Optimization exercise on an open flow, not production practice.
RTL: at most simulated, not proved equivalent.
Function not checked: runs 1 to 3.
Power: default activity.

**flow/design.v**
```verilog
module pecf_table (
    input  wire [7:0]  idx,
    output wire [14:0] entry
);
    assign entry = ({15{idx[0]}} & 15'h4599) ^
                   ({15{idx[1]}} & 15'h4EAB) ^
                   ({15{idx[2]}} & 15'h58CF) ^
                   ({15{idx[3]}} & 15'h7407) ^
                   ({15{idx[4]}} & 15'h2D97) ^
                   ({15{idx[5]}} & 15'h5B2E) ^
                   ({15{idx[6]}} & 15'h73C5) ^
                   ({15{idx[7]}} & 15'h2213);
endmodule
module pecf_step (
    input  wire [14:0] rem_in,
    input  wire [7:0]  data,
    output wire [14:0] rem_out
);
    wire [14:0] entry;
    pecf_table u_table (
        .idx   (rem_in[14:7] ^ data),
        .entry (entry)
    );
    assign rem_out = {rem_in[6:0], 8'h00} ^ entry;
endmodule
module pecf_tx (
    input  wire       clk,
    input  wire       rst,
    input  wire       tx_valid,
    input  wire [7:0] tx_data,
    input  wire       tx_last,
    output wire       tx_ready,
    output wire       out_valid,
    output wire [7:0] out_data,
    input  wire       out_ready
);
    localparam [14:0] SEED = 15'h0010;
    reg         pec_hi;      
    reg         pec_lo;      
    reg  [14:0] rem;
    reg         obuf_valid;  
    reg  [7:0]  obuf_data;
    reg         spare_valid;
    reg  [7:0]  spare_data;
    reg         ready;       
    wire        pay   = !(pec_hi || pec_lo);
    wire        f_valid = pay ? tx_valid : 1'b1;
    wire [7:0]  f_data  = pay ? tx_data  : rem[14:7];
    wire        f_take  = f_valid && !spare_valid;
    wire [14:0] rem_next;
    assign tx_ready  = ready;
    assign out_valid = obuf_valid;
    assign out_data  = obuf_data;
    wire obuf_free = !obuf_valid || out_ready;
    pecf_step u_step (
        .rem_in  (rem),
        .data    (f_data),
        .rem_out (rem_next)
    );
    wire pec_hi_d = rst ? 1'b0 : f_take ? (pay && tx_last) : pec_hi;
    wire pec_lo_d = rst ? 1'b0 : f_take ? pec_hi : pec_lo;
    wire spare_d  = rst ? 1'b0 : obuf_free ? 1'b0 : (spare_valid || f_valid);
    always @(posedge clk) begin
        pec_hi      <= pec_hi_d;
        pec_lo      <= pec_lo_d;
        spare_valid <= spare_d;
        ready       <= !(pec_hi_d || pec_lo_d) && !spare_d;
        if (rst)
            rem <= SEED;
        else if (f_take)
            rem <= pec_lo ? SEED : rem_next;
    end
    always @(posedge clk) begin
        if (obuf_free)
            obuf_data <= spare_valid ? spare_data : f_data;
        if (!obuf_free && !spare_valid)
            spare_data <= f_data;
        if (rst)
            obuf_valid <= 1'b0;
        else if (obuf_free)
            obuf_valid <= spare_valid || f_valid;
    end
endmodule
module pecf_rx (
    input  wire        clk,
    input  wire        rst,
    input  wire        rx_start,
    input  wire        rx_valid,
    input  wire [7:0]  rx_data,
    input  wire [22:0] noise_floor_uv,
    output reg         blk_valid,
    output reg  [3:0]  blk_dev,
    output wire [15:0] blk_code0,
    output wire [15:0] blk_code1,
    output wire [15:0] blk_code2,
    output reg         blk_pec_ok,
    output reg         pec_err,
    output wire [22:0] blk_uv0,
    output wire [22:0] blk_uv1,
    output wire [22:0] blk_uv2
);
    localparam [14:0] SEED = 15'h0010;
    reg  [2:0]  pos;         
    reg  [14:0] rem;
    reg  [47:0] payload;     
    reg  [20:0] x_top;           
    reg  [20:4] x_mid, x_bot;    
    reg         low_mid, low_bot;
    wire [14:0] rem_next;
    pecf_step u_step (
        .rem_in  ((pos == 3'd0) ? SEED : rem),
        .data    (rx_data),
        .rem_out (rem_next)
    );
    assign blk_code0  = payload[15:0];
    assign blk_code1  = payload[31:16];
    assign blk_code2  = payload[47:32];
    wire        rem_ok = (rem_next == 15'd0);
    wire [22:0] top_uv;
    pecf_scale u_scale (.code(blk_code2), .uv(top_uv));
    wire        x_low     = ({x_top, 2'b00} < noise_floor_uv);
    wire [20:0] x_clamped = x_low ? 21'd0 : x_top;
    function [3:0] x25_low (input [3:0] c);
        x25_low = {c[3] ^ c[0], c[2:0]};
    endfunction
    assign blk_uv0 = {x_bot, low_bot ? 4'd0 : x25_low(blk_code0[3:0]), 2'b00};
    assign blk_uv1 = {x_mid, low_mid ? 4'd0 : x25_low(blk_code1[3:0]), 2'b00};
    assign blk_uv2 = {x_top, 2'b00};
    always @(posedge clk) begin
        if (rx_valid) begin
            rem <= rem_next;
            if (!(pos[2] && pos[1]))
                payload <= {rx_data, payload[47:8]};
        end
        x_top <= pos[0] ? x_clamped : top_uv[22:2];
        if (rx_valid && (pos == 3'd3 || pos == 3'd5)) begin
            x_mid   <= x_clamped[20:4];
            low_mid <= x_low;
            x_bot   <= x_mid;
            low_bot <= low_mid;
        end
    end
    always @(posedge clk) begin
        blk_valid  <= rx_valid && (pos == 3'd7);
        blk_pec_ok <= rem_ok;
        if (rst || rx_start) begin
            pos     <= 3'd0;
            blk_dev <= 4'd0;
            pec_err <= 1'b0;
        end else begin
            if (rx_valid)
                pos <= pos + 3'd1;
            if (blk_valid)
                blk_dev <= blk_dev + 4'd1;
            if (rx_valid && pos == 3'd7 && !rem_ok)
                pec_err <= 1'b1;
        end
    end
endmodule
module pecf_scale (
    input  wire [15:0] code,
    output wire [22:0] uv
);
    wire [20:0] x25 = ({code, 4'b0} + {code, 3'b0}) + code;
    assign uv = {x25, 2'b00};
endmodule
module pecf_link (
    input  wire        clk,
    input  wire        rst,
    input  wire        tx_valid,
    input  wire [7:0]  tx_data,
    input  wire        tx_last,
    output wire        tx_ready,
    output wire        out_valid,
    output wire [7:0]  out_data,
    input  wire        out_ready,
    input  wire        rx_start,
    input  wire        rx_valid,
    input  wire [7:0]  rx_data,
    input  wire [22:0] noise_floor_uv,
    output wire        blk_valid,
    output wire [3:0]  blk_dev,
    output wire [15:0] blk_code0,
    output wire [15:0] blk_code1,
    output wire [15:0] blk_code2,
    output wire        blk_pec_ok,
    output wire        pec_err,
    output wire [22:0] blk_uv0,
    output wire [22:0] blk_uv1,
    output wire [22:0] blk_uv2
);
    pecf_tx u_tx (
        .clk       (clk),
        .rst       (rst),
        .tx_valid  (tx_valid),
        .tx_data   (tx_data),
        .tx_last   (tx_last),
        .tx_ready  (tx_ready),
        .out_valid (out_valid),
        .out_data  (out_data),
        .out_ready (out_ready)
    );
    pecf_rx u_rx (
        .clk            (clk),
        .rst            (rst),
        .rx_start       (rx_start),
        .rx_valid       (rx_valid),
        .rx_data        (rx_data),
        .noise_floor_uv (noise_floor_uv),
        .blk_valid      (blk_valid),
        .blk_dev        (blk_dev),
        .blk_code0      (blk_code0),
        .blk_code1      (blk_code1),
        .blk_code2      (blk_code2),
        .blk_pec_ok     (blk_pec_ok),
        .pec_err        (pec_err),
        .blk_uv0        (blk_uv0),
        .blk_uv1        (blk_uv1),
        .blk_uv2        (blk_uv2)
    );
endmodule
```
**flow/flow/run.sh**
```bash
#!/bin/bash
# The standard layout, except that the port buffers are made as the smallest
# buffer cell (buf_1) instead of the resizer's default pick; the repair steps
# still resize them where timing or slew asks for it.
set -euo pipefail
cd "$(dirname "$0")/.."
bash standard.sh BUFFER_PORTS_ARGS="-buffer_cell sky130_fd_sc_hd__buf_1" finish > standard_flow.log 2>&1
```
**flow/standard.sh**
```bash
#!/bin/bash
# synth_recipe.tcl (not shown) runs the flow's synth.tcl, then flattens the netlist and writes it again
# the make line also repeats each setting of config.mk as NAME=value (left out here)
make -C /OpenROAD-flow-scripts/flow DESIGN_CONFIG=/design/flow/config.mk WORK_HOME=/design/flow/orfs CLKGATE_MAP_FILE= SYNTH_SCRIPT=/design/flow/synth_recipe.tcl "${@:-finish}"
```
**flow/config.mk**
```make
export PLATFORM = sky130hd
export DESIGN_NAME = pecf_link
export DESIGN_NICKNAME = pecf_link
export VERILOG_FILES = /design/flow/design.v
export SDC_FILE = /design/flow/constraint.sdc
export NUM_CORES = 4
export LEC_CHECK = 0
export CAP_MARGIN = 20
export CORE_MARGIN = 2
export CORE_UTILIZATION = 55
export CTS_BUF_LIST = sky130_fd_sc_hd__clkbuf_8
export SLEW_MARGIN = 20
```
**flow/constraint.sdc**
```tcl
create_clock -name core_clock -period 9.0 [get_ports {clk}]
set_input_delay 1.8000 -clock core_clock [delete_from_list [all_inputs] [get_ports {clk}]]
set_output_delay 1.8000 -clock core_clock [all_outputs]
set_load 0.01 [all_outputs]
```
==> impl_metrics.ini, run 1 <==
[die]
die_y_um = 128
design.core.area_mm2 = 0.0151
io-pin-count = 180
die-area_mm2 = 0.0164
dieWidth_um = 128
num_rows = 45
initial_core_util_pct = 55.9

[run]
max_cap_violations = 0

[global_routing]
globalRouteTotalUtil_pct = 21.1
overflow = 0
grt_pass1_wl_mm = 26.7
largest_net_degree_at_the_start_of_global_routing = 49
antenna_violations_before_repair = 0
grt_pass1_vias = 5366

[pwr]
worst_ir_drop_vdd_mv = 0.130
p_switching_mw = 0.801
total_power_mw = 2.43
seq_power_share_pct = 42.8
p_clk_share_pct = 23.3
internal_power_mw = 1.63
netSwitchingFraction_pct = 32.9
comb_power_share_pct = 33.9
power.density_mw_per_mm2 = 250
p_leak_nw = 3.71

[detailed_routing]
drcViolationCount = 0
detailroute.via_count = 5536
vias_per_cell = 5.24
detail-route-antenna-nets = 0
tritonroute_pass_1_iters = 6
postRouteWirelength_mm = 16.9
routed_wire_length_per_instance_um = 16.0
first_iteration_detailed_routing_drc_count = 289

[synthesis]
ys.warnings.count = 2
synth.largest_area_cell = sky130_fd_sc_hd__edfxtp_1
largest_family_of_logic_cells_by_synthesized_area = XOR/XNOR gates
yosys.area_share.xor_xnor_pct = 13.8
synth_compound_gate_area_share_pct = 7.45
yosysTopAreaCellShare_pct = 42.2
syn-instance-count = 680
ys.flop_type = sky130_fd_sc_hd__edfxtp_1
synthArstFlopShare_pct = 0
yosys-mux-area-fraction_pct = 3.22
ys_ff_latch = 166
mappedNetlistArea_mm2 = 0.00847
synth_area_per_cell_um2 = 12.4
yosys.area_share.simple_pct = 9.30
synth.lib_cells_used.distinct = 62
synth-adder-area-share_pct = 9.87
synth_seq_area_share_pct = 53.3
post_synth_main_area_contributors = sky130_fd_sc_hd__edfxtp_1 (42%), sky130_fd_sc_hd__dfxtp_1 (11%), sky130_fd_sc_hd__xnor2_1 (7.7%), sky130_fd_sc_hd__ha_1 (6.8%), sky130_fd_sc_hd__xor2_1 (3.8%)
synth_edf_count = 119

[finish]
antenna_diode_count = 0
fill_cells = 1238
proportion_of_layout_cells_with_a_drive_suffix_above_1_pct = 9.44
multi_input_comb_area_mm2 = 0.00375
regArea_mm2 = 0.00451
finish.net_count = 961
synthToLayoutAreaGrowth_pct = 15.2
final_util_pct = 64.4

[sta]
final.setup_skew_ns = 0.0114
final-setup-viol-count = 0
final-max-slew-violation-count = 0
final_min_period_over_clock_period_pct = 42.6
slew-limit-headroom_pct = 34.2
final-hold-violation-count = 0
finalSetupTns_ns = 0
setup_ws_ns = 5.17
worst_pin_slew_ns = 0.986
fmaxAchievable_ghz = 0.261
grt_setup_unrepaired = no
finalWorstPathRequiredPeriod_ns = 3.83

[worst_setup_path]
crit_type = primary input to flop
worst_ep_arrival_time_ns = 4.16
worst_setup_path_start_kind = primary input
biggest_fanout_along_the_worst_timing_path = 32
required_ns = 9.33
kind_of_end_point_of_the_critical_path = flop

[clock_network]
cts_tree = done
clk_path_buf_depth = 2
post_cts.resized_instances = 0
cts_root_buffer = sky130_fd_sc_hd__clkbuf_8
cts_hold_repair.buffers = 0
clock-sinks = 166
cts_setup_buffers = 0
clk_transition_reported_paths_ns = 0.08
cts_max_level = 4
tritoncts.num_buffers = 17
worst_skew_pair.late_latency_ns = 0.45

[placement]
post-dp-hpwl_mm = 12.8
port_buffers = 173
routability_congestion_estimate = 0.828
dp_slack_ns = 4.37

[worst_hold_path]
hold_class = flop to flop

[status]
run_status = no timing/DRC/antenna violations
-- cells in the mapped netlist, drive strengths merged, types with 3 or more instances --
library cell and n:
nand2b 3, o21ai 13, o21a 4, buf 15, clkbuf 11, ha 46
fa 13, a21o 13, nand4 6, a22oi 6, dfxtp 47, edfxtp 119
and2 19, nor2b 14, nand3 5, mux2i 7, xnor2 80, nand2 30
nor2 57, o21bai 4, nor3 4, inv 30, or2 4, nand4b 3
mux2 18, xor2 41, a21oi 41
-- through the flow --
step | instances | hold slack, ns | cell area [um^2]
after global placement | 1024 | 0.433 | 9290
after floorplan | 685 | 0.454 | 8480
after CTS | 1056 | 0.450 | 9720
after global routing | 1057 | 0.455 | 9750
after detailed placement | 1024 | 0.432 | 9290
final | 1057 | 0.447 | 9750
-- worst max-delay path: stages --
cell and delay, ns:
sky130_fd_sc_hd__buf_1 0.07, sky130_fd_sc_hd__inv_1 0.04, sky130_fd_sc_hd__ha_1 0.30, sky130_fd_sc_hd__and3_1 0.20
sky130_fd_sc_hd__a221o_1 0.35, sky130_fd_sc_hd__a21o_1 0.20, sky130_fd_sc_hd__a2111oi_4 0.41, sky130_fd_sc_hd__a21oi_4 0.26
sky130_fd_sc_hd__and2_1 0.26, sky130_fd_sc_hd__mux2_2 0.26
-- placed cells by master, fill, tap and decap left out, types with 12 or more instances in the layout --
master                     instances
sky130_fd_sc_hd__nand2_1          27
sky130_fd_sc_hd__dfxtp_1          47
sky130_fd_sc_hd__fa_1             13
sky130_fd_sc_hd__nor2b_1          12
sky130_fd_sc_hd__xnor2_1          74
sky130_fd_sc_hd__and2_1           18
sky130_fd_sc_hd__xor2_1           37
sky130_fd_sc_hd__mux2_2           18
sky130_fd_sc_hd__buf_1           173
sky130_fd_sc_hd__o21ai_0          12
sky130_fd_sc_hd__a21oi_1          39
sky130_fd_sc_hd__ha_1             46
sky130_fd_sc_hd__edfxtp_1        119
sky130_fd_sc_hd__inv_1            33
sky130_fd_sc_hd__a21o_1           13
sky130_fd_sc_hd__clkbuf_8         22
sky130_fd_sc_hd__nor2_1           55
-- cells by family (layout without fill, tap and decap cells) --
group / after synthesis / after routing
flip-flops: 166 / 166
AND/OR/NAND/NOR: 154 / 154
XOR/XNOR: 122 / 122
AO/OA/AOI/OAI: 96 / 96
adder cells (fa/ha/maj): 59 / 59
buffers and inverters: 57 / 241
multiplexers: 25 / 25
other: 1 / 6
-- worst paths after layout --
check | from | endpoint | slack [ns] | cells past startpoint
max | noise_floor_uv[17] | u_rx.x_top[4] | 5.17 | 10
min | u_rx.payload[24] | u_rx.payload[16] | 0.45 | 0
min reg2reg | u_rx.payload[24] | u_rx.payload[16] | 0.45 | 0
max reg2reg | u_rx.payload[36] | u_rx.x_top[18] | 5.49 | 11
-- power by group through the flow --
| stage | clock network [mW] | logic (mW) | registers, mW |
|---|---|---|---|
| global placement | 0 | 0.800 | 1.06 |
| detailed placement | 0 | 0.824 | 1.06 |
| global route | 0.612 | 0.920 | 1.06 |
| floorplan | 0 | 0.631 | 1.06 |
| CTS | 0.583 | 0.830 | 1.04 |
| finish | 0.567 | 0.825 | 1.04 |
-- cell type report --
| cell class | instances | share of cell area [%] |
|---|---|---|
| Inverter | 31 | 1.19 |
| Sequential cell | 166 | 46.3 |
| Clock inverter | 10 | 1.31 |
| Multi-Input combinational cell | 462 | 38.4 |
| Timing Repair Buffer | 178 | 7.25 |
| Clock buffer | 22 | 3.10 |
| Tap cell | 188 | 2.41 |
-- routing by layer --
metal	GRT usage, %	part of all wire [%]	vias up
met5	0	0	-
li1	-	-	2710
met4	7.43	1.8	0
met1	28.3	46	2670
met2	34.5	48	135
met3	4.30	4.2	21
-- sequential cells by signal (all words and copies together), names as in the netlist, 8 cells and up --
name,count
u_tx.obuf_data,8
u_tx.rem,15
u_rx.x_top,21
u_tx.spare_data,8
u_rx.x_mid,17
u_rx.payload,48
u_rx.rem,15
u_rx.x_bot,17
==> run 2, diff against run 1 <==
--- a/flow/design.v
+++ b/flow/design.v
@@ -102,4 +102,5 @@
     localparam [14:0] SEED = 15'h0010;
     reg  [2:0]  pos;         
+    reg  [22:0] floor_uv;    
     reg  [14:0] rem;
     reg  [47:0] payload;     
@@ -119,5 +120,5 @@
     wire [22:0] top_uv;
     pecf_scale u_scale (.code(blk_code2), .uv(top_uv));
-    wire        x_low     = ({x_top, 2'b00} < noise_floor_uv);
+    wire        x_low     = ({x_top, 2'b00} < floor_uv);
     wire [20:0] x_clamped = x_low ? 21'd0 : x_top;
     function [3:0] x25_low (input [3:0] c);
@@ -128,4 +129,5 @@
     assign blk_uv2 = {x_top, 2'b00};
     always @(posedge clk) begin
+        floor_uv <= noise_floor_uv;
         if (rx_valid) begin
             rem <= rem_next;
==> run 2 against run 1 <==
  * Routed wire length up 3.2%
  * Clock power is 6.9% lower
  * Still clean
  * Critical path depth is the same
  * Clock-buffer cell count is 4 lower
  * Critical endpoint is now u_rx.pec_err
  * Worst hold slack better by 0.0070 ns
  * Global-route usage barely moved
  * Area after synthesis grew 5.8%
==> impl_metrics.ini, run 2 <==
[placement]
place_area_mm2 = 0.00981
dp.cells = 1096
post-dp-hpwl_mm = 13.2
dp_slack_ns = 5.26
routability_congestion_estimate = 0.825
port_buffers = 173

[die]
dieWidth_um = 132
die_y_um = 132
design.core.area_mm2 = 0.0159
initial_core_util_pct = 56.4
die-area_mm2 = 0.0173
io-pin-count = 180
num_rows = 46

[clock_network]
cts_setup_buffers = 0
post_cts.resized_instances = 0
cts_hold_repair.buffers = 0
cts_tree = done
cts_root_buffer = sky130_fd_sc_hd__clkbuf_8
worst_skew_pair.late_latency_ns = 0.47
tritoncts.num_buffers = 17
clk_transition_reported_paths_ns = 0.10
clock-sinks = 189
cts_max_level = 4
clk_path_buf_depth = 2

[worst_setup_path]
worstReg2RegStart = u_rx.pos[0]
startpoint = u_rx.pos[0]
kind_of_end_point_of_the_critical_path = flop
worst_ep_arrival_time_ns = 3.97
required_ns = 9.36
crit_type = flop to flop
worst_setup_path_start_kind = flop
biggest_fanout_along_the_worst_timing_path = 24

[global_routing]
globalRouteTotalUtil_pct = 21.1
grt_pass1_wl_mm = 28.9
antenna_violations_before_repair = 0
grt_pass1_vias = 5543
overflow = 0
use_met2_pct = 32.3
gr_met1_demand_resource_pct = 29.9
global_route.peak_usage_layer = met2
largest_net_degree_at_the_start_of_global_routing = 49
grt.met3_usage_pct = 5.36

[sta]
final.setup_skew_ns = 0.0150
finalSetupTns_ns = 0
final-max-slew-violation-count = 0
fmaxAchievable_ghz = 0.277
final-hold-violation-count = 0
setup_ws_ns = 5.39
finalWorstPathRequiredPeriod_ns = 3.61
grt_setup_unrepaired = no
worst_pin_slew_ns = 1.02
final.hold.worst_slack_ns = 0.454
slew-limit-headroom_pct = 32.0
final-setup-viol-count = 0
final_min_period_over_clock_period_pct = 40.1

[synthesis]
post_synth_main_area_contributors = sky130_fd_sc_hd__edfxtp_1 (40%), sky130_fd_sc_hd__dfxtp_1 (16%), sky130_fd_sc_hd__xnor2_1 (8.3%), sky130_fd_sc_hd__ha_1 (6.4%), sky130_fd_sc_hd__xor2_1 (3.1%)
synthArstFlopShare_pct = 0
yosys.area_share.xor_xnor_pct = 13.2
post_synth_most_frequent_cells = sky130_fd_sc_hd__edfxtp_1 (119), sky130_fd_sc_hd__xnor2_1 (85), sky130_fd_sc_hd__dfxtp_1 (70)
synth_compound_gate_area_share_pct = 6.96
largest_family_of_logic_cells_by_synthesized_area = XOR/XNOR gates
synth.largest_area_cell = sky130_fd_sc_hd__edfxtp_1
yosysTopAreaCellShare_pct = 39.9
synth.lib_cells_used.distinct = 61
synth_area_per_cell_um2 = 12.4
synth_edf_count = 119
ys.warnings.count = 2
mappedNetlistArea_mm2 = 0.00895
synth_most_common_cell = sky130_fd_sc_hd__edfxtp_1
syn-instance-count = 724
ys.flop_type = sky130_fd_sc_hd__edfxtp_1
yosys-mux-area-fraction_pct = 2.04
yosys.area_share.simple_pct = 9.98
ys_ff_latch = 189
synth-adder-area-share_pct = 9.33
synth_seq_area_share_pct = 55.6

[finish]
finish.net_count = 1004
mostFrequentLayoutCell = sky130_fd_sc_hd__buf_1
largest_registers = u_rx.payload (48), u_rx.floor_uv (23), u_rx.x_top (21)
final-instance-count-excl-fill = 1128
antenna_diode_count = 0
final_util_pct = 64.1
largest_register_ff_count = 48
fill_cells = 1283
multi_input_comb_area_mm2 = 0.00376
synthToLayoutAreaGrowth_pct = 13.8
largest-register = u_rx.payload
most-common-layout-cells = sky130_fd_sc_hd__buf_1 (173), sky130_fd_sc_hd__edfxtp_1 (119), sky130_fd_sc_hd__xnor2_1 (85), sky130_fd_sc_hd__dfxtp_1 (70), sky130_fd_sc_hd__nor2_1 (54)
regArea_mm2 = 0.00497
layout.cell_area.non_filler_mm2 = 0.0102
proportion_of_layout_cells_with_a_drive_suffix_above_1_pct = 7.79

[detailed_routing]
first_iteration_detailed_routing_drc_count = 215
drcViolationCount = 0
postRouteWirelength_mm = 17.5
vias_per_cell = 5.03
tritonroute_pass_1_iters = 6
detail-route-antenna-nets = 0
routed_wire_length_per_instance_um = 15.5
detailroute.via_count = 5675

[pwr]
total_power_mw = 2.53
internal_power_mw = 1.65
netSwitchingFraction_pct = 34.8
p_switching_mw = 0.880
p_leak_nw = 3.88
p_clk_share_pct = 20.9
seq_power_share_pct = 45.8
worst_ir_drop_vdd_mv = 0.150
comb_power_share_pct = 33.3
power.density_mw_per_mm2 = 248

[status]
run_status = no timing/DRC/antenna violations

[worst_hold_path]
hold_class = flop to flop
hold_path_startpoint = u_rx.payload[11]

[run]
max_cap_violations = 0
-- run 2: final cells by class --
cell class	count	share of cell area, %
clock inverters	14	1.29
multi-input cells	482	36.9
repair buffers	178	6.74
flip-flops and latches	189	48.8
inverters	31	1.14
well taps	216	2.65
clock buffers	18	2.43
-- run 2: critical path, cell delays in order, from the launching register on --
cell and delay, ns:
sky130_fd_sc_hd__dfxtp_1 0.81, sky130_fd_sc_hd__clkinv_1 0.62, sky130_fd_sc_hd__ha_1 0.45, sky130_fd_sc_hd__nor2b_4 0.20, sky130_fd_sc_hd__nor2_2 0.17, sky130_fd_sc_hd__xnor2_2 0.17, sky130_fd_sc_hd__xor2_1 0.26, sky130_fd_sc_hd__nand3b_1 0.13
sky130_fd_sc_hd__a2111oi_2 0.41, sky130_fd_sc_hd__a41o_1 0.23, sky130_fd_sc_hd__a21oi_1 0.06
-- run 2: worst paths after layout --
check	to	depth (start not counted)	slack, ns
min reg2reg	u_rx.payload[3]	0	0.45
min	u_rx.payload[3]	0	0.45
max	u_rx.pec_err	10	5.39
max reg2reg	u_rx.pec_err	10	5.39
-- run 2: cells by family (layout without fill, tap and decap cells) --
group                      Yosys count  after routing
DFF                                189            189
and+or+nand+nor                    179            179
xor gates and xnor gates           125            125
AOI/OAI and AO/OA                   96             96
adders and majority gates           59             59
buffers and inverters               58            241
muxes                               17             17
other                                1              6
-- run 2: power by group through the flow --
stage                     registers, mW  clock network [mW]  logic, mW
final                              1.16               0.528      0.843
after global routing               1.18               0.580      0.940
after CTS                          1.16               0.544      0.849
after detailed placement           1.18                   0      0.841
after global placement             1.18                   0      0.829
after floorplan                    1.17                   0      0.645
-- run 2: metal layers --
| metal | part of all wire (%) | wire [um] |
|---|---|---|
| met5 | 0 | 0 |
| met1 | 48 | 8410 |
| met2 | 46 | 7970 |
| met3 | 5.0 | 868 |
| met4 | 1.4 | 249 |
==> run 3, diff against run 2 <==
--- a/flow/design.v
+++ b/flow/design.v
@@ -3,12 +3,44 @@
     output wire [14:0] entry
 );
-    assign entry = ({15{idx[0]}} & 15'h4599) ^
-                   ({15{idx[1]}} & 15'h4EAB) ^
-                   ({15{idx[2]}} & 15'h58CF) ^
-                   ({15{idx[3]}} & 15'h7407) ^
-                   ({15{idx[4]}} & 15'h2D97) ^
-                   ({15{idx[5]}} & 15'h5B2E) ^
-                   ({15{idx[6]}} & 15'h73C5) ^
-                   ({15{idx[7]}} & 15'h2213);
+    wire t8 = idx[2] ^ idx[6];
+    wire t9 = idx[1] ^ idx[5];
+    wire t10 = idx[0] ^ idx[4];
+    wire t11 = idx[3] ^ t8;
+    wire t12 = idx[2] ^ t9;
+    wire t13 = idx[1] ^ t10;
+    wire t14 = idx[3] ^ idx[4];
+    wire t15 = idx[6] ^ idx[7];
+    wire t16 = idx[5] ^ t11;
+    wire t17 = idx[7] ^ t11;
+    wire t18 = t13 ^ t17;
+    wire t19 = idx[7] ^ t14;
+    wire t20 = t12 ^ t19;
+    wire t21 = idx[4] ^ t16;
+    wire t22 = idx[0] ^ t12;
+    wire t23 = idx[7] ^ t10;
+    wire t24 = t8 ^ t13;
+    wire t25 = idx[5] ^ idx[6];
+    wire t26 = t10 ^ t25;
+    wire t27 = t9 ^ t15;
+    wire t28 = idx[3] ^ t13;
+    wire t29 = idx[4] ^ t12;
+    wire t30 = t14 ^ t15;
+    wire t31 = idx[0] ^ t9;
+    wire t32 = t11 ^ t31;
+    assign entry[0] = t18;
+    assign entry[1] = t20;
+    assign entry[2] = t21;
+    assign entry[3] = t22;
+    assign entry[4] = t23;
+    assign entry[5] = t9;
+    assign entry[6] = t8;
+    assign entry[7] = t24;
+    assign entry[8] = t26;
+    assign entry[9] = t27;
+    assign entry[10] = t28;
+    assign entry[11] = t29;
+    assign entry[12] = t16;
+    assign entry[13] = t30;
+    assign entry[14] = t32;
 endmodule
 module pecf_step (
@@ -102,8 +134,9 @@
     localparam [14:0] SEED = 15'h0010;
     reg  [2:0]  pos;         
-    reg  [22:0] floor_uv;    
     reg  [14:0] rem;
     reg  [47:0] payload;     
     reg  [20:0] x_top;           
+    reg         x_low;           
+    reg         moved;           
     reg  [20:4] x_mid, x_bot;    
     reg         low_mid, low_bot;
@@ -120,5 +153,5 @@
     wire [22:0] top_uv;
     pecf_scale u_scale (.code(blk_code2), .uv(top_uv));
-    wire        x_low     = ({x_top, 2'b00} < floor_uv);
+    wire        top_low   = ({x_top, 2'b00} < noise_floor_uv);
     wire [20:0] x_clamped = x_low ? 21'd0 : x_top;
     function [3:0] x25_low (input [3:0] c);
@@ -127,7 +160,6 @@
     assign blk_uv0 = {x_bot, low_bot ? 4'd0 : x25_low(blk_code0[3:0]), 2'b00};
     assign blk_uv1 = {x_mid, low_mid ? 4'd0 : x25_low(blk_code1[3:0]), 2'b00};
-    assign blk_uv2 = {x_top, 2'b00};
-    always @(posedge clk) begin
-        floor_uv <= noise_floor_uv;
+    assign blk_uv2 = {x_clamped, 2'b00};
+    always @(posedge clk) begin
         if (rx_valid) begin
             rem <= rem_next;
@@ -135,6 +167,9 @@
                 payload <= {rx_data, payload[47:8]};
         end
-        x_top <= pos[0] ? x_clamped : top_uv[22:2];
-        if (rx_valid && (pos == 3'd3 || pos == 3'd5)) begin
+        if (!pos[0])
+            x_top <= top_uv[22:2];
+        x_low <= top_low;
+        moved <= rx_valid;
+        if (moved && (pos == 3'd4 || pos == 3'd6)) begin
             x_mid   <= x_clamped[20:4];
             low_mid <= x_low;
==> run 3 against run 2 <==
  * Largest cell class unchanged
  * Non-clock buffer count decreased by 1
  * Via count decreased by 5.4%
  * Utilization decreased by 0.35 points
  * Highest routed layer unchanged
  * Worst hold slack got worse by 0.0059 ns
  * Fmax decreased by 5.5%
  * Sequential share of layout area increased by 0.26 points
  * Sequential power decreased by 8%
  * Largest power group unchanged
==> impl_metrics.ini, run 3 <==
[finish]
synthToLayoutAreaGrowth_pct = 14.1
multi_input_comb_area_mm2 = 0.00350
layout.cell_area.non_filler_mm2 = 0.00963
proportion_of_layout_cells_with_a_drive_suffix_above_1_pct = 7.46
antenna_diode_count = 0
fill_cells = 1234
final_util_pct = 63.8
most-common-layout-cells = sky130_fd_sc_hd__buf_1 (173), sky130_fd_sc_hd__edfxtp_1 (136), sky130_fd_sc_hd__xnor2_1 (69), sky130_fd_sc_hd__nor2_1 (52), sky130_fd_sc_hd__nand2_1 (52)
largest-register = u_rx.payload
regArea_mm2 = 0.00472
largest_registers = u_rx.payload (48), u_rx.x_top (21)
largest_register_ff_count = 48
finish.net_count = 936
mostFrequentLayoutCell = sky130_fd_sc_hd__buf_1

[clock_network]
cts_root_buffer = sky130_fd_sc_hd__clkbuf_8
worst_skew_pair.late_latency_ns = 0.45
post_cts.resized_instances = 0
clock-sinks = 168
cts_tree = done
cts_setup_buffers = 0
tritoncts.num_buffers = 17
clk_path_buf_depth = 2
cts_max_level = 4
clk_transition_reported_paths_ns = 0.08
cts_hold_repair.buffers = 0

[worst_setup_path]
kind_of_end_point_of_the_critical_path = flop
crit_type = flop to flop
cpMaxStageDelayCell = sky130_fd_sc_hd__inv_1
critical_path.cell_chain = inv_1 -> ha_1 -> nor2b_2 -> nor3_1 -> or4_4 -> a2111o_1 -> a211oi_2 -> nand3_1 -> o41a_1
crit_path_max_incr_delay_ns = 0.66
required_ns = 9.34
worst_ep_arrival_time_ns = 4.16
biggest_fanout_along_the_worst_timing_path = 23
worstReg2RegStart = u_rx.pos[0]
reg2reg_depth = 9
regToRegSetupSlack_ns = 5.18
worst_setup_path_start_kind = flop
worstReg2RegEnd = u_rx.pec_err

[sta]
final-hold-violation-count = 0
worst_pin_slew_ns = 0.912
final.hold.worst_slack_ns = 0.448
final_min_period_over_clock_period_pct = 42.4
final-setup-viol-count = 0
finalWorstPathRequiredPeriod_ns = 3.82
finalSetupTns_ns = 0
slew-limit-headroom_pct = 39.2
final-max-slew-violation-count = 0
final.setup_skew_ns = 0.0113
grt_setup_unrepaired = no
fmaxAchievable_ghz = 0.262

[synthesis]
ys_ff_latch = 168
post_synth_most_frequent_cells = sky130_fd_sc_hd__edfxtp_1 (136), sky130_fd_sc_hd__xnor2_1 (69), sky130_fd_sc_hd__nand2_1 (52), sky130_fd_sc_hd__nor2_1 (52), sky130_fd_sc_hd__ha_1 (46)
synth_seq_area_share_pct = 56.0
synth.largest_area_cell = sky130_fd_sc_hd__edfxtp_1
synth_most_common_cell = sky130_fd_sc_hd__edfxtp_1
synthArstFlopShare_pct = 0
yosysTopAreaCellShare_pct = 48.4
syn-instance-count = 653
post_synth_main_area_contributors = sky130_fd_sc_hd__edfxtp_1 (48%), sky130_fd_sc_hd__dfxtp_1 (7.6%), sky130_fd_sc_hd__xnor2_1 (7.2%), sky130_fd_sc_hd__ha_1 (6.8%), sky130_fd_sc_hd__fa_1 (3.1%)
synth_area_per_cell_um2 = 12.9
synth_edf_count = 136
ys.flop_type = sky130_fd_sc_hd__edfxtp_1
ys.warnings.count = 2
mappedNetlistArea_mm2 = 0.00843
synth.lib_cells_used.distinct = 67

[global_routing]
grt_pass1_vias = 5172
grt_pass1_wl_mm = 26.3
grt.met3_usage_pct = 4.97
gr_met1_demand_resource_pct = 28.1
use_met2_pct = 34.2
globalRouteTotalUtil_pct = 20.9
global_route.peak_usage_layer = met2
antenna_violations_before_repair = 0
largest_net_degree_at_the_start_of_global_routing = 48
overflow = 0

[die]
die_y_um = 128
initial_core_util_pct = 55.9
dieWidth_um = 128
design.core.area_mm2 = 0.0151
io-pin-count = 180
num_rows = 45
die-area_mm2 = 0.0163

[placement]
port_buffers = 173
post-dp-hpwl_mm = 12.7
routability_congestion_estimate = 0.886
place_area_mm2 = 0.00925

[detailed_routing]
first_iteration_detailed_routing_drc_count = 223
detail-route-antenna-nets = 0
routed_wire_length_per_instance_um = 16.3
postRouteWirelength_mm = 16.8
vias_per_cell = 5.20
tritonroute_pass_1_iters = 4
detailroute.via_count = 5367
drcViolationCount = 0

[status]
run_status = no timing/DRC/antenna violations

[worst_hold_path]
hold_depth = 0
hold-path-endpoint = u_rx.payload[19]
hold_class = flop to flop
hold_path_startpoint = u_rx.payload[27]

[run]
max_cap_violations = 0

[pwr]
power.density_mw_per_mm2 = 245
p_leak_nw = 3.67
worst_ir_drop_vdd_mv = 0.116
total_power_mw = 2.36
[run 3: changes by cell type after synthesis, sizes merged, moves of 7 or more]
cell and change:
a21oi -23, xnor3 +7, xnor2 -17, edfxtp +17, nor2b +17, dfxtp -38, xor2 -9, and2 -16
[run 3: kinds of logic after synthesis]
family	synth area share, %
and+or+nand+nor	10.1
DFF	56.0
xor gates and xnor gates	12.7
AOI/OAI and AO/OA	6.57
adders and majority gates	9.91
buffers and inverters	2.86
muxes	1.78
other	0.0445
[run 3: worst max path at each step]
stage / from / slack [ns] / to
after floorplan: rx_valid / 3.15 / u_rx.payload[0]
after global placement: rx_data[3] / 5.08 / u_rx.pec_err
after detailed placement: rx_data[3] / 5.03 / u_rx.pec_err
after CTS: u_rx.pos[0] / 5.17 / u_rx.pec_err
after global routing: u_rx.pos[0] / 4.91 / u_rx.pec_err
final: u_rx.pos[0] / 5.18 / u_rx.pec_err
[run 3: stage by stage]
stage	setup slack, ns	std cells
finish	5.18	1032
global route	4.91	1032
CTS	5.17	1032
detailed placement	5.03	1000
global placement	5.08	1000
floorplan	3.15	658
[run 3: cell type report]
class / count / area share [%]
tap: 188 / 2.44
clock inverter: 15 / 1.52
clock buffer: 17 / 2.43
multi-input combinational: 438 / 36.3
inverter: 29 / 1.13
timing repair buffer: 177 / 7.06
sequential: 168 / 49.1
[run 3: report_power, final]
group	switching [mW]	leakage, nW	total, mW	internal (mW)
combinational	0.389	1.90	0.767	0.378
sequential	0.0946	1.57	1.07	0.979
clock	0.256	0.206	0.522	0.265
total	0.740	3.67	2.36	1.62
[run 3: layer usage]
metal,vias to the layer above,routed length [um]
li1,2634,-
met1,2559,7860
met2,157,7880
met3,17,852
met4,0,189
met5,-,0
[run 3: critical path: cells and delay by family, from the launching register on]
kind,cells,cell delay (ns)
AOI/OAI and AO/OA,3,1.03
buffers and inverters,1,0.66
DFF,1,0.34
and+or+nand+nor,4,1.35
adders and majority gates,1,0.33
==> run 4, diff against run 3 <==
--- a/flow/design.v
+++ b/flow/design.v
@@ -143,5 +143,5 @@
     wire [14:0] rem_next;
     pecf_step u_step (
-        .rem_in  ((pos == 3'd0) ? SEED : rem),
+        .rem_in  (rem),
         .data    (rx_data),
         .rem_out (rem_next)
@@ -162,6 +162,9 @@
     assign blk_uv2 = {x_clamped, 2'b00};
     always @(posedge clk) begin
+        if (rst || rx_start || (rx_valid && pos == 3'd7))
+            rem <= SEED;
+        else if (rx_valid)
+            rem <= rem_next;
         if (rx_valid) begin
-            rem <= rem_next;
             if (!(pos[2] && pos[1]))
                 payload <= {rx_data, payload[47:8]};
==> run 4 against run 3 <==
  * Final area rose by 1.6%
  * Fmax rose by 11%
  * Clock power rose by 5.2%
  * Critical path depth fell by 7
  * Die area rose by 1.5%
  * Critical endpoint is now blk_uv2[14]
  * Worst hold slack improved by 0.0083 ns
==> impl_metrics.ini, run 4 <==
[clock_network]
cts_tree = done
cts_hold_repair.buffers = 0
clock-sinks = 168
clk_path_buf_depth = 2
cts_max_level = 4
clk_transition_reported_paths_ns = 0.09
worst_skew_pair.late_latency_ns = 0.45
tritoncts.num_buffers = 17
cts_setup_buffers = 0
post_cts.resized_instances = 0
cts_root_buffer = sky130_fd_sc_hd__clkbuf_8

[die]
num_rows = 45
design.core.area_mm2 = 0.0152
die_y_um = 129
initial_core_util_pct = 56.3
io-pin-count = 180
dieWidth_um = 129
die-area_mm2 = 0.0166

[placement]
place_area_mm2 = 0.00937
post-dp-hpwl_mm = 12.7
dp.cells = 1042
port_buffers = 173
dp_slack_ns = 5.23
routability_congestion_estimate = 0.869

[synthesis]
post_synth_main_area_contributors = sky130_fd_sc_hd__edfxtp_1 (42%), sky130_fd_sc_hd__dfxtp_1 (11%), sky130_fd_sc_hd__ha_1 (6.9%), sky130_fd_sc_hd__xnor2_1 (6.5%), sky130_fd_sc_hd__fa_1 (3.0%)
synth_compound_gate_area_share_pct = 6.83
largest_family_of_logic_cells_by_synthesized_area = XOR/XNOR gates
synth_seq_area_share_pct = 53.4
synth_area_per_cell_um2 = 12.2
synth_most_common_cell = sky130_fd_sc_hd__edfxtp_1
yosys.area_share.simple_pct = 11.1
mappedNetlistArea_mm2 = 0.00856
post_synth_most_frequent_cells = sky130_fd_sc_hd__edfxtp_1 (121), sky130_fd_sc_hd__nor2_1 (66), sky130_fd_sc_hd__xnor2_1 (64)
ys.warnings.count = 2
syn-instance-count = 700
synthArstFlopShare_pct = 0
yosys.area_share.xor_xnor_pct = 12.9
yosysTopAreaCellShare_pct = 42.4
yosys-mux-area-fraction_pct = 2.57
ys.flop_type = sky130_fd_sc_hd__edfxtp_1
synth-adder-area-share_pct = 9.91
ys_ff_latch = 168
synth.lib_cells_used.distinct = 57
synth.largest_area_cell = sky130_fd_sc_hd__edfxtp_1
synth_edf_count = 121

[worst_setup_path]
worstReg2RegEnd = u_rx.x_top[16]
critPathBufInv = 1
worst_setup_path_start_kind = flop
kind_of_end_point_of_the_critical_path = primary output
worstReg2RegStart = u_rx.payload[36]
reg2reg_depth = 13
biggest_fanout_along_the_worst_timing_path = 22
required_ns = 7.20
timing.critical_path.max_delay_family = flip-flops
cpMaxStageDelayCell = sky130_fd_sc_hd__dfxtp_1
critical_path.cell_chain = nor2b_1 -> buf_1
regToRegSetupSlack_ns = 5.84
crit_type = flop to primary output
crit_path_max_incr_delay_ns = 0.78
worst_ep_arrival_time_ns = 1.63

[finish]
antenna_diode_count = 0
largest_register_ff_count = 48
mostFrequentLayoutCell = sky130_fd_sc_hd__buf_1
layout.cell_area.non_filler_mm2 = 0.00978
fill_cells = 1214
final-instance-count-excl-fill = 1074
largest-register = u_rx.payload
multi_input_comb_area_mm2 = 0.00374
largest_registers = u_rx.payload (48), u_rx.x_top (21)
proportion_of_layout_cells_with_a_drive_suffix_above_1_pct = 7.56
regArea_mm2 = 0.00457
final_util_pct = 64.3
finish.net_count = 979
most-common-layout-cells = sky130_fd_sc_hd__buf_1 (173), sky130_fd_sc_hd__edfxtp_1 (121), sky130_fd_sc_hd__nor2_1 (66), sky130_fd_sc_hd__xnor2_1 (64), sky130_fd_sc_hd__nand2_1 (52)
synthToLayoutAreaGrowth_pct = 14.2

[sta]
grt_setup_unrepaired = no
finalWorstPathRequiredPeriod_ns = 3.43
slew-limit-headroom_pct = 44.9
final-setup-viol-count = 0
final_min_period_over_clock_period_pct = 38.1
final.setup_skew_ns = 0.0148
fmaxAchievable_ghz = 0.292
final-max-slew-violation-count = 0
final-hold-violation-count = 0
final.hold.worst_slack_ns = 0.456
setup_ws_ns = 5.57
worst_pin_slew_ns = 0.827
finalSetupTns_ns = 0

[global_routing]
grt_pass1_wl_mm = 26.3
largest_net_degree_at_the_start_of_global_routing = 49
overflow = 0
grt_pass1_vias = 5282
globalRouteTotalUtil_pct = 20.3
antenna_violations_before_repair = 0

[worst_hold_path]
hold_depth = 0
hold_path_startpoint = u_rx.payload[12]
hold-path-endpoint = u_rx.payload[4]
hold_class = flop to flop

[pwr]
power.density_mw_per_mm2 = 258
worst_ir_drop_vdd_mv = 0.106
total_power_mw = 2.52
p_leak_nw = 3.75

[detailed_routing]
detail-route-antenna-nets = 0
vias_per_cell = 5.14
postRouteWirelength_mm = 16.5
routed_wire_length_per_instance_um = 15.3
detailroute.via_count = 5525
drcViolationCount = 0
tritonroute_pass_1_iters = 7
first_iteration_detailed_routing_drc_count = 381

[run]
max_cap_violations = 0

[status]
run_status = no timing/DRC/antenna violations
run 4: cell types whose count changed after synthesis, moves of 7 or more:
| cell | before | now |
|---|---|---|
| sky130_fd_sc_hd__a211oi_1 | 3 | 11 |
| sky130_fd_sc_hd__clkbuf_1 | 11 | 18 |
| sky130_fd_sc_hd__dfxtp_1 | 32 | 47 |
| sky130_fd_sc_hd__edfxtp_1 | 136 | 121 |
| sky130_fd_sc_hd__inv_1 | 29 | 37 |
| sky130_fd_sc_hd__mux2i_1 | 6 | 13 |
| sky130_fd_sc_hd__nor2_1 | 52 | 66 |
run 4: cells by family (layout without fill, tap and decap cells):
family                     Yosys count  in the layout
buffers and inverters               65            246
adders and majority gates           60             60
xor gates and xnor gates           103            103
and+or+nand+nor                    197            197
muxes                               21             21
DFF                                168            168
AOI/OAI and AO/OA                   85             85
other                                1              6
run 4: worst reg2reg max path, stage by stage (launching register included):
cell                       delay, ns
sky130_fd_sc_hd__edfxtp_1       0.52
sky130_fd_sc_hd__inv_1          0.10
sky130_fd_sc_hd__fa_1           0.48
sky130_fd_sc_hd__inv_1          0.04
sky130_fd_sc_hd__ha_1           0.20
sky130_fd_sc_hd__inv_1          0.07
sky130_fd_sc_hd__fa_1           0.19
sky130_fd_sc_hd__nor2b_1        0.06
sky130_fd_sc_hd__o21a_1         0.17
sky130_fd_sc_hd__o21ai_1        0.16
sky130_fd_sc_hd__a21oi_1        0.09
sky130_fd_sc_hd__o21a_1         0.25
sky130_fd_sc_hd__or4_1          0.53
sky130_fd_sc_hd__o311ai_0       0.10
run 4: layout make-up:
type / count / area share [%]
multi-input combinational: 472 / 38.2
tap: 188 / 2.41
clock inverter: 15 / 1.82
inverter: 37 / 1.42
timing repair buffer: 177 / 6.95
sequential: 168 / 46.8
clock buffer: 17 / 2.39
run 4: metal layers:
| layer | vias to the layer above | global-route usage [%] | routed length (um) |
|---|---|---|---|
| met4 | 0 | 7.23 | 238 |
| met1 | 2587 | 28.5 | 7960 |
| met3 | 16 | 3.99 | 836 |
| met5 | - | 0 | 0 |
| li1 | 2759 | - | - |
| met2 | 163 | 31.7 | 7430 |
run 4: how the worst max path moves through the flow:
stage	start	end	slack [ns]	depth (start not counted)
2_1_floorplan	rx_valid	u_rx.payload[0]	2.55	3
3_3_place_gp	rx_data[5]	u_rx.blk_pec_ok	5.31	8
3_5_place_dp	rx_data[4]	u_rx.pec_err	5.23	7
4_1_cts	u_rx.x_low	blk_uv2[14]	5.52	2
5_1_grt	u_rx.x_low	blk_uv2[21]	5.41	2
6_report	u_rx.x_low	blk_uv2[14]	5.57	2
run 4: report_power, final:
| group | switching [mW] | internal, mW |
|---|---|---|
| logic | 0.496 | 0.443 |
| clock network | 0.273 | 0.276 |
| registers | 0.0832 | 0.949 |
Testbench counts of run 4, summed over its fixed seeds: cycles 35,024.
==> run 5, diff against run 4 <==
==> flow/flow/run.sh (replaced) <==
#!/bin/bash
# The standard layout, except that the port buffers are made as the smallest
# buffer cell (buf_1) instead of the resizer's default pick, and the timing
# repair steps aim for 6 ns of setup slack instead of 0 (the clock period
# and constraints stay the design's).
set -euo pipefail
cd "$(dirname "$0")/.."
bash standard.sh BUFFER_PORTS_ARGS="-buffer_cell sky130_fd_sc_hd__buf_1" SETUP_SLACK_MARGIN=6 finish > standard_flow.log 2>&1
==> run 5 against run 4 <==
  * Still clean on timing, DRC and antenna
  * First-iteration DRC count increased by 7.6%
  * Utilization up 8.0 points
  * Register-to-register slack gained 0.08 ns
  * Critical endpoint is now blk_uv1[2]
  * Highest routed layer unchanged
==> impl_metrics.ini, run 5 <==
[status]
run_status = no timing/DRC/antenna violations

[finish]
largest_register_ff_count = 48
largest_registers = u_rx.payload (48), u_rx.x_top (21)
final_util_pct = 72.4
most-common-layout-cells = sky130_fd_sc_hd__buf_1 (130), sky130_fd_sc_hd__edfxtp_1 (121), sky130_fd_sc_hd__nor2_1 (64), sky130_fd_sc_hd__buf_4 (60), sky130_fd_sc_hd__xnor2_1 (56)
final-instance-count-excl-fill = 1140
antenna_diode_count = 0
finish.net_count = 1045
proportion_of_layout_cells_with_a_drive_suffix_above_1_pct = 24.8
mostFrequentLayoutCell = sky130_fd_sc_hd__buf_1
largest-register = u_rx.payload
synthToLayoutAreaGrowth_pct = 28.5
fill_cells = 1081

[clock_network]
worst_skew_pair.late_latency_ns = 0.47
cts_max_level = 4
clk_transition_reported_paths_ns = 0.09
clock-sinks = 168
cts_root_buffer = sky130_fd_sc_hd__clkbuf_8
clk_path_buf_depth = 2
cts_tree = done
cts_hold_repair.buffers = 0
tritoncts.num_buffers = 17

[worst_hold_path]
hold_class = flop to flop
hold_path_startpoint = u_rx.payload[28]
hold_depth = 0
hold-path-endpoint = u_rx.payload[20]

[die]
design.core.area_mm2 = 0.0152
io-pin-count = 180
num_rows = 45
initial_core_util_pct = 56.3
dieWidth_um = 129
die-area_mm2 = 0.0166
die_y_um = 129

[detailed_routing]
detail-route-antenna-nets = 0
postRouteWirelength_mm = 18.9
detailroute.via_count = 5991
tritonroute_pass_1_iters = 4
first_iteration_detailed_routing_drc_count = 410
vias_per_cell = 5.26
drcViolationCount = 0
routed_wire_length_per_instance_um = 16.5

[synthesis]
ys.flop_type = sky130_fd_sc_hd__edfxtp_1
synth_seq_area_share_pct = 53.4
synth.largest_area_cell = sky130_fd_sc_hd__edfxtp_1
yosysTopAreaCellShare_pct = 42.4
synth.lib_cells_used.distinct = 57
synth_area_per_cell_um2 = 12.2
ys.warnings.count = 2
synth_edf_count = 121
synthArstFlopShare_pct = 0
post_synth_most_frequent_cells = sky130_fd_sc_hd__edfxtp_1 (121), sky130_fd_sc_hd__nor2_1 (66), sky130_fd_sc_hd__xnor2_1 (64)
syn-instance-count = 700
post_synth_main_area_contributors = sky130_fd_sc_hd__edfxtp_1 (42%), sky130_fd_sc_hd__dfxtp_1 (11%), sky130_fd_sc_hd__ha_1 (6.9%), sky130_fd_sc_hd__xnor2_1 (6.5%), sky130_fd_sc_hd__fa_1 (3.0%)
ys_ff_latch = 168
synth_most_common_cell = sky130_fd_sc_hd__edfxtp_1
mappedNetlistArea_mm2 = 0.00856

[worst_setup_path]
worst_setup_path_start_kind = flop
cpMaxStageDelayCell = sky130_fd_sc_hd__edfxtp_1
regToRegSetupSlack_ns = 5.92
required_ns = 7.20
biggest_fanout_along_the_worst_timing_path = 3
crit_type = flop to primary output
worstReg2RegStart = u_rx.payload[32]
worst_ep_arrival_time_ns = 1.30
crit_path_max_incr_delay_ns = 0.40
reg2reg_depth = 13
critical_path.cell_chain = buf_4 -> nor2b_1 -> clkbuf_2
kind_of_end_point_of_the_critical_path = primary output
worstReg2RegEnd = u_rx.x_top[16]

[sta]
final_min_period_over_clock_period_pct = 34.4
final-max-slew-violation-count = 0
final.hold.worst_slack_ns = 0.451
finalWorstPathRequiredPeriod_ns = 3.10
fmaxAchievable_ghz = 0.323
final-setup-viol-count = 0
finalSetupTns_ns = 0
grt_setup_unrepaired = yes
final.setup_skew_ns = 0.0110
slew-limit-headroom_pct = 42.4
final-hold-violation-count = 0
worst_pin_slew_ns = 0.864

[placement]
dp.cells = 1042
post-dp-hpwl_mm = 13.0
routability_congestion_estimate = 0.842
port_buffers = 173

[global_routing]
largest_net_degree_at_the_start_of_global_routing = 49
antenna_violations_before_repair = 0
global_route.peak_usage_layer = met2
grt.met3_usage_pct = 4.24
overflow = 0
globalRouteTotalUtil_pct = 22.6
gr_met1_demand_resource_pct = 30.8
grt_pass1_wl_mm = 29.1
grt_pass1_vias = 5727
use_met2_pct = 36.5

[pwr]
total_power_mw = 2.85
worst_ir_drop_vdd_mv = 0.126
p_leak_nw = 4.41
power.density_mw_per_mm2 = 259

[run]
max_cap_violations = 0
## run 5: cell types whose count changed in the layout (fill, tap and decap cells not counted), moves of 8 or more
cell / delta
sky130_fd_sc_hd__nor2b_4: +18
sky130_fd_sc_hd__buf_6: +27
sky130_fd_sc_hd__buf_2: +11
sky130_fd_sc_hd__buf_1: -43
sky130_fd_sc_hd__buf_4: +56
sky130_fd_sc_hd__nor2b_1: -18
sky130_fd_sc_hd__xnor2_1: -8
sky130_fd_sc_hd__clkbuf_2: +9
## run 5: report_power, final
part / total, mW / internal, mW / switching (mW)
sequential: 1.04 / 0.951 / 0.0883
combinational: 1.28 / 0.670 / 0.613
clock: 0.525 / 0.246 / 0.279
total: 2.85 / 1.87 / 0.980
## run 5: stage by stage
step / instance area, um^2 / worst slack (ns)
5_1_grt: 11000 / 5.83
4_1_cts: 10500 / 5.90
2_1_floorplan: 8820 / 5.64
6_report: 11000 / 5.90
3_3_place_gp: 9540 / 5.39
3_5_place_dp: 9540 / 5.31
## run 5: cell type report
cell class,count,area (um^2),share of cell area [%]
Timing Repair Buffer,243,1470,13.3
Multi-Input combinational cell,472,4190,38.1
Clock inverter,15,150,1.36
Clock buffer,17,234,2.13
Sequential cell,168,4580,41.6
Tap cell,188,235,2.14
Inverter,37,146,1.33
## run 5: cell families after synthesis
kind of cell,count (synthesis),synth area share (%)
AND/OR/NAND/NOR,197,11.1
flip-flops,168,53.4
XOR/XNOR,103,12.9
AO/OA/AOI/OAI,85,6.83
buffers and inverters,65,3.24
adder cells (fa/ha/maj),60,9.91
multiplexers,21,2.57
other,1,0.0438
## run 5: worst max-delay path by stage
| stage | startpoint | end | slack [ns] | cells past startpoint |
|---|---|---|---|---|
| 2_1_floorplan | rx_valid | u_rx.payload[0] | 5.64 | 3 |
| 3_3_place_gp | rx_data[1] | u_rx.pec_err | 5.39 | 7 |
| 3_5_place_dp | rx_data[2] | u_rx.pec_err | 5.31 | 8 |
| 4_1_cts | u_rx.x_low | blk_uv2[6] | 5.90 | 3 |
| 5_1_grt | u_rx.payload[36] | u_rx.x_top[20] | 5.83 | 13 |
| 6_report | u_rx.payload[16] | blk_uv1[2] | 5.90 | 3 |
## run 5: repair_timing
action                                  in CTS  in global routing
pin swaps                                   16                 27
gates cloned                                 1                  0
buffers inserted                            40                 25
gates resized for setup                     92                 67
endpoints found under the setup margin      46                 56
## run 5: critical path, delay by kind of cell (launching register included)
family        cells  cell delay (ns)
buf+inv           2             0.29
simple gates      1             0.13
flops             1             0.40
## run 5: layer usage
layer  wire [um]  vias to the layer above
met3         883                       25
met5           0                        -
li1            -                     2904
met1        8630                     2882
met4         334                        0
met2        9000                      180
==> run 6, diff against run 5 <==
==> flow/flow/run.sh (replaced) <==
#!/bin/bash
# The standard layout, except that the port buffers are made as the smallest
# buffer cell (buf_1) instead of the resizer's default pick, and the timing
# repair steps aim for 5.75 ns of setup slack instead of 0 (the clock period
# and constraints stay the design's).
set -euo pipefail
cd "$(dirname "$0")/.."
bash standard.sh BUFFER_PORTS_ARGS="-buffer_cell sky130_fd_sc_hd__buf_1" SETUP_SLACK_MARGIN=5.75 finish > standard_flow.log 2>&1
==> run 6 against run 5 <==
  * Still clean
  * Critical path depth is 4 higher
  * Global-route usage is 1.9 points lower
  * Area after synthesis stayed put
  * Largest cell class unchanged
==> impl_metrics.ini, run 6 <==
[worst_setup_path]
startpoint = rx_data[1]
cp.depth = 7
required_ns = 9.38
kind_of_end_point_of_the_critical_path = flop
critPathBufInv = 1
worstReg2RegEnd = u_rx.x_top[16]
worst_setup_path_start_kind = primary input
worstReg2RegStart = u_rx.payload[36]
timing.critical_path.max_delay_family = XOR/XNOR gates
crit_type = primary input to flop
reg2reg_depth = 13
worst_ep_arrival_time_ns = 3.59
cpMaxStageDelayCell = sky130_fd_sc_hd__xnor3_2
critical_path.cell_chain = buf_1 -> xnor2_4 -> xnor3_2 -> xnor2_2 -> xnor2_1 -> and4bb_1 -> a211oi_2
crit_path_max_incr_delay_ns = 0.54
regToRegSetupSlack_ns = 5.92
biggest_fanout_along_the_worst_timing_path = 3

[pwr]
seq_power_share_pct = 40.2
comb_power_share_pct = 37.8
p_clk_share_pct = 21.9
power.density_mw_per_mm2 = 259
worst_ir_drop_vdd_mv = 0.135
p_switching_mw = 0.887
internal_power_mw = 1.70
p_leak_nw = 3.83
total_power_mw = 2.58
netSwitchingFraction_pct = 34.3

[sta]
final.setup_skew_ns = 0.0136
final-setup-viol-count = 0
final_min_period_over_clock_period_pct = 35.6
finalSetupTns_ns = 0
fmaxAchievable_ghz = 0.312
setup_ws_ns = 5.79
final.hold.worst_slack_ns = 0.456
grt_setup_unrepaired = no
slew-limit-headroom_pct = 41.3
worst_pin_slew_ns = 0.881
final-hold-violation-count = 0
final-max-slew-violation-count = 0
finalWorstPathRequiredPeriod_ns = 3.21

[placement]
dp.cells = 1041
post-dp-hpwl_mm = 12.9
routability_congestion_estimate = 0.851
port_buffers = 173
dp_slack_ns = 5.35

[synthesis]
synth.lib_cells_used.distinct = 57
synth.largest_area_cell = sky130_fd_sc_hd__edfxtp_1
syn-instance-count = 700
post_synth_main_area_contributors = sky130_fd_sc_hd__edfxtp_1 (42%), sky130_fd_sc_hd__dfxtp_1 (11%), sky130_fd_sc_hd__ha_1 (6.9%), sky130_fd_sc_hd__xnor2_1 (6.5%), sky130_fd_sc_hd__fa_1 (3.0%)
yosysTopAreaCellShare_pct = 42.4
synthArstFlopShare_pct = 0
synth_most_common_cell = sky130_fd_sc_hd__edfxtp_1
synth_edf_count = 121
mappedNetlistArea_mm2 = 0.00856
ys.warnings.count = 2
ys_ff_latch = 168
synth_seq_area_share_pct = 53.4
ys.flop_type = sky130_fd_sc_hd__edfxtp_1
post_synth_most_frequent_cells = sky130_fd_sc_hd__edfxtp_1 (121), sky130_fd_sc_hd__nor2_1 (66), sky130_fd_sc_hd__xnor2_1 (64)
synth_area_per_cell_um2 = 12.2

[worst_hold_path]
hold_depth = 0
hold_class = flop to flop
hold-path-endpoint = u_rx.payload[4]
hold_path_startpoint = u_rx.payload[12]

[detailed_routing]
first_iteration_detailed_routing_drc_count = 374
routed_wire_length_per_instance_um = 15.7
detailroute.via_count = 5645
detail-route-antenna-nets = 0
postRouteWirelength_mm = 17.0
drcViolationCount = 0
tritonroute_pass_1_iters = 5
vias_per_cell = 5.20

[clock_network]
cts_max_level = 4
cts_hold_repair.buffers = 0
cts_tree = done
clk_transition_reported_paths_ns = 0.09
clk_path_buf_depth = 2
worst_skew_pair.late_latency_ns = 0.45
tritoncts.num_buffers = 17
cts_root_buffer = sky130_fd_sc_hd__clkbuf_8
clock-sinks = 168

[finish]
largest_register_ff_count = 48
largest-register = u_rx.payload
mostFrequentLayoutCell = sky130_fd_sc_hd__buf_1
proportion_of_layout_cells_with_a_drive_suffix_above_1_pct = 10.4
synthToLayoutAreaGrowth_pct = 16.6
antenna_diode_count = 0
fill_cells = 1190
finish.net_count = 990
most-common-layout-cells = sky130_fd_sc_hd__buf_1 (172), sky130_fd_sc_hd__edfxtp_1 (121), sky130_fd_sc_hd__nor2_1 (64), sky130_fd_sc_hd__xnor2_1 (62), sky130_fd_sc_hd__nand2_1 (52)
largest_registers = u_rx.payload (48), u_rx.x_top (21)
final-instance-count-excl-fill = 1085

[global_routing]
largest_net_degree_at_the_start_of_global_routing = 49
antenna_violations_before_repair = 0
grt_pass1_wl_mm = 26.9
overflow = 0
globalRouteTotalUtil_pct = 20.7
grt_pass1_vias = 5392

[run]
max_cap_violations = 0

[die]
die_y_um = 129
io-pin-count = 180
dieWidth_um = 129
design.core.area_mm2 = 0.0152
die-area_mm2 = 0.0166
initial_core_util_pct = 56.3
num_rows = 45

[status]
run_status = no timing/DRC/antenna violations
[run 6: cell counts after synthesis]
Identical to the previous run, type by type.
[run 6: logic make-up (layout without fill, tap and decap cells)]
kind of cell | Yosys count | after routing | share of synthesized area [%]
AO/OA/AOI/OAI | 85 | 85 | 6.83
buffers and inverters | 65 | 257 | 3.24
XOR/XNOR | 103 | 103 | 12.9
adder cells (fa/ha/maj) | 60 | 60 | 9.91
multiplexers | 21 | 21 | 2.57
other | 1 | 6 | 0.0438
AND/OR/NAND/NOR | 197 | 197 | 11.1
flip-flops | 168 | 168 | 53.4
[run 6: layout make-up]
type,instances,area (um^2),area share [%]
clock buffers,17,234,2.34
well taps,188,235,2.36
inverters,37,141,1.42
repair buffers,188,763,7.65
flip-flops and latches,168,4580,45.8
multi-input cells,472,3840,38.5
clock inverters,15,189,1.89
[run 6: stage by stage]
step                      area, um^2  utilization, %
after detailed placement        9460            62.2
after global placement          9460            62.2
final                           9980            65.7
after floorplan                 8710               -
after global routing            9980            65.7
after CTS                       9880            65.0
[run 6: layer usage]
layer | GRT usage (%) | vias up | wire, um
li1 | - | 2786 | -
met1 | 29.1 | 2674 | 8100
met2 | 32.4 | 169 | 7860
met3 | 4.53 | 16 | 826
met4 | 6.52 | 0 | 212
met5 | 0 | - | 0
[run 6: power groups by stage]
stage	combinational (mW)	sequential, mW	clock [mW]
after floorplan	0.772	1.03	0
after global placement	0.934	1.05	0
after detailed placement	0.953	1.06	0
after CTS	0.960	1.04	0.580
after global routing	1.09	1.05	0.610
final	0.978	1.04	0.567
[run 6: worst max path at each step]
stage	slack, ns	end
6_report	5.79	u_rx.pec_err
2_1_floorplan	5.64	u_rx.payload[0]
3_3_place_gp	5.38	u_rx.pec_err
4_1_cts	5.77	u_rx.x_top[16]
3_5_place_dp	5.35	u_rx.blk_pec_ok
5_1_grt	5.72	u_rx.blk_pec_ok
[run 6: timing repair]
action	4_1_cts	5_1_grt
resized for setup	1	5
setup buffers	0	12
endpoints found under the setup margin	21	8
pin swaps	0	3
cloned	0	0
==> run 7, diff against run 6 <==
--- a/flow/design.v
+++ b/flow/design.v
@@ -135,4 +135,5 @@
     reg  [2:0]  pos;         
     reg  [14:0] rem;
+    reg         hi_ok;       
     reg  [47:0] payload;     
     reg  [20:0] x_top;           
@@ -150,5 +151,5 @@
     assign blk_code1  = payload[31:16];
     assign blk_code2  = payload[47:32];
-    wire        rem_ok = (rem_next == 15'd0);
+    wire        pec_ok = hi_ok && (rx_data == {rem[6:0], 1'b0});
     wire [22:0] top_uv;
     pecf_scale u_scale (.code(blk_code2), .uv(top_uv));
@@ -164,10 +165,10 @@
         if (rst || rx_start || (rx_valid && pos == 3'd7))
             rem <= SEED;
-        else if (rx_valid)
+        else if (rx_valid && !(pos[2] && pos[1]))
             rem <= rem_next;
-        if (rx_valid) begin
-            if (!(pos[2] && pos[1]))
-                payload <= {rx_data, payload[47:8]};
-        end
+        if (rx_valid && !(pos[2] && pos[1]))
+            payload <= {rx_data, payload[47:8]};
+        if (rx_valid && pos == 3'd6)
+            hi_ok <= (rx_data == rem[14:7]);
         if (!pos[0])
             x_top <= top_uv[22:2];
@@ -183,5 +184,5 @@
     always @(posedge clk) begin
         blk_valid  <= rx_valid && (pos == 3'd7);
-        blk_pec_ok <= rem_ok;
+        blk_pec_ok <= pec_ok;
         if (rst || rx_start) begin
             pos     <= 3'd0;
@@ -193,5 +194,5 @@
             if (blk_valid)
                 blk_dev <= blk_dev + 4'd1;
-            if (rx_valid && pos == 3'd7 && !rem_ok)
+            if (rx_valid && pos == 3'd7 && !pec_ok)
                 pec_err <= 1'b1;
         end
==> run 7 against run 6 <==
  * Critical endpoint is now blk_uv2[20]
  * Routed wire length up 0.68%
  * Sequential power hardly changed
  * Area after synthesis fell by 2.3%
  * Utilization shrank 1.6 points
  * Worst hold slack improved by 0.0035 ns
  * Global-route usage up 1.3 points
  * Die area decreased by 2.2%
  * Critical path depth is 5 lower
  * Final cell count decreased by 2.8%
  * Clock-buffer cell count unchanged
  * Register-to-register slack lost 0.02 ns
  * Synthesized cell count shrank 4.1%
==> impl_metrics.ini, run 7 <==
[worst_setup_path]
worst_ep_arrival_time_ns = 1.40
worst_setup_path_start_kind = flop
crit_type = flop to primary output
crit_path_max_incr_delay_ns = 0.46
worstReg2RegStart = u_rx.payload[33]
kind_of_end_point_of_the_critical_path = primary output
cpMaxStageDelayCell = sky130_fd_sc_hd__dfxtp_2
reg2reg_depth = 10

[detailed_routing]
drcViolationCount = 0
tritonroute_pass_1_iters = 4
postRouteWirelength_mm = 17.1
detailroute.via_count = 5423
detail-route-antenna-nets = 0

[placement]
dp_slack_ns = 5.45
routability_congestion_estimate = 0.878
place_area_mm2 = 0.00917
port_buffers = 173

[die]
die-area_mm2 = 0.0162
design.core.area_mm2 = 0.0150
num_rows = 45
initial_core_util_pct = 55.7
dieWidth_um = 127
die_y_um = 127

[worst_hold_path]
hold_depth = 0
hold_class = flop to flop

[finish]
most-common-layout-cells = sky130_fd_sc_hd__buf_1 (173), sky130_fd_sc_hd__edfxtp_1 (122), sky130_fd_sc_hd__xnor2_1 (61), sky130_fd_sc_hd__nor2_1 (53), sky130_fd_sc_hd__nand2_1 (50)
antenna_diode_count = 0
mostFrequentLayoutCell = sky130_fd_sc_hd__buf_1
final-instance-count-excl-fill = 1055
layout.cell_area.non_filler_mm2 = 0.00963
largest_registers = u_rx.payload (48), u_rx.x_top (21)
proportion_of_layout_cells_with_a_drive_suffix_above_1_pct = 8.42
final_util_pct = 64.1
finish.net_count = 960

[sta]
finalSetupTns_ns = 0
fmaxAchievable_ghz = 0.313
slew-limit-headroom_pct = 38.6
final-hold-violation-count = 0
final-max-slew-violation-count = 0
finalWorstPathRequiredPeriod_ns = 3.20
grt_setup_unrepaired = yes
worst_pin_slew_ns = 0.918
final_min_period_over_clock_period_pct = 35.5

[synthesis]
mappedNetlistArea_mm2 = 0.00837
synth.lib_cells_used.distinct = 56
largest_family_of_logic_cells_by_synthesized_area = XOR/XNOR gates
ys.flop_type = sky130_fd_sc_hd__edfxtp_1
synth.largest_area_cell = sky130_fd_sc_hd__edfxtp_1
post_synth_main_area_contributors = sky130_fd_sc_hd__edfxtp_1 (44%), sky130_fd_sc_hd__dfxtp_1 (11%), sky130_fd_sc_hd__ha_1 (7.0%), sky130_fd_sc_hd__xnor2_1 (6.4%), sky130_fd_sc_hd__fa_1 (3.1%)
synth_edf_count = 122
yosys.area_share.xor_xnor_pct = 12.7
synthArstFlopShare_pct = 0
ys.warnings.count = 2
synth_seq_area_share_pct = 55.0
synth_most_common_cell = sky130_fd_sc_hd__edfxtp_1
ys_ff_latch = 169

[clock_network]
clk_transition_reported_paths_ns = 0.10
cts_root_buffer = sky130_fd_sc_hd__clkbuf_8
clock-sinks = 169
cts_tree = done
tritoncts.num_buffers = 17

[global_routing]
grt_pass1_vias = 5231
grt.met3_usage_pct = 4.44
gr_met1_demand_resource_pct = 31.9
antenna_violations_before_repair = 0
use_met2_pct = 33.6

[pwr]
total_power_mw = 2.36
p_leak_nw = 3.70
worst_ir_drop_vdd_mv = 0.113
power.density_mw_per_mm2 = 245

[status]
run_status = no timing/DRC/antenna violations
[run 7: cell types whose count changed in the layout (fill, tap and decap cells not counted), moves of 6 or more]
cell / previous run / this run
sky130_fd_sc_hd__a22oi_1: 7 / 1
sky130_fd_sc_hd__buf_4: 15 / 9
sky130_fd_sc_hd__mux2i_1: 13 / 7
sky130_fd_sc_hd__nor2_1: 64 / 53
sky130_fd_sc_hd__o21ai_1: 3 / 13
sky130_fd_sc_hd__xnor2_4: 9 / 0
[run 7: critical path: cells and delay by family, from the launching register on]
kind | cells | cell delay [ns]
flops | 1 | 0.46
simple gates | 1 | 0.29
buf+inv | 1 | 0.19
[run 7: cells by family after synthesis]
family	count (synthesis)
fa+ha+maj	60
flops	169
xor+xnor	102
other cells	1
simple gates	176
mux	15
buf+inv	60
compound gates	88
[run 7: power breakdown]
part | total [mW] | internal, mW | leakage (nW) | switching, mW
registers | 1.04 | 0.950 | 1.56 | 0.0868
clock network | 0.528 | 0.229 | 0.188 | 0.299
logic | 0.792 | 0.375 | 1.95 | 0.416
[run 7: worst paths after layout]
kind	end	slack [ns]
worst max-delay path	blk_uv2[20]	5.80
worst min-delay path	u_rx.x_bot[5]	0.46
worst max register to register	u_rx.x_top[18]	5.90
worst min register to register	u_rx.x_bot[5]	0.46
[run 7: layout make-up]
class,count,area share (%)
Multi-Input combinational cell,447,36.8
Clock buffer,17,2.43
Tap cell,188,2.44
Sequential cell,169,47.8
Timing Repair Buffer,182,7.44
Inverter,37,1.44
Clock inverter,15,1.65
[run 7: routing by layer]
metal  up-vias  share of wire, %
li1       2689                 -
met1      2577                49
met2       139                45
met3        18               4.5
met4         0               1.4
met5         -                 0
[run 7: what timing repair did]
| item | in CTS | in global routing |
|---|---|---|
| buffers inserted | 1 | 6 |
| resized for setup | 1 | 4 |
| pin swaps | 0 | 1 |
| setup endpoints to repair | 22 | 7 |
| hold buffers | 0 | 0 |
Testbench counts of run 7, summed over its fixed seeds: cycles 35,024.
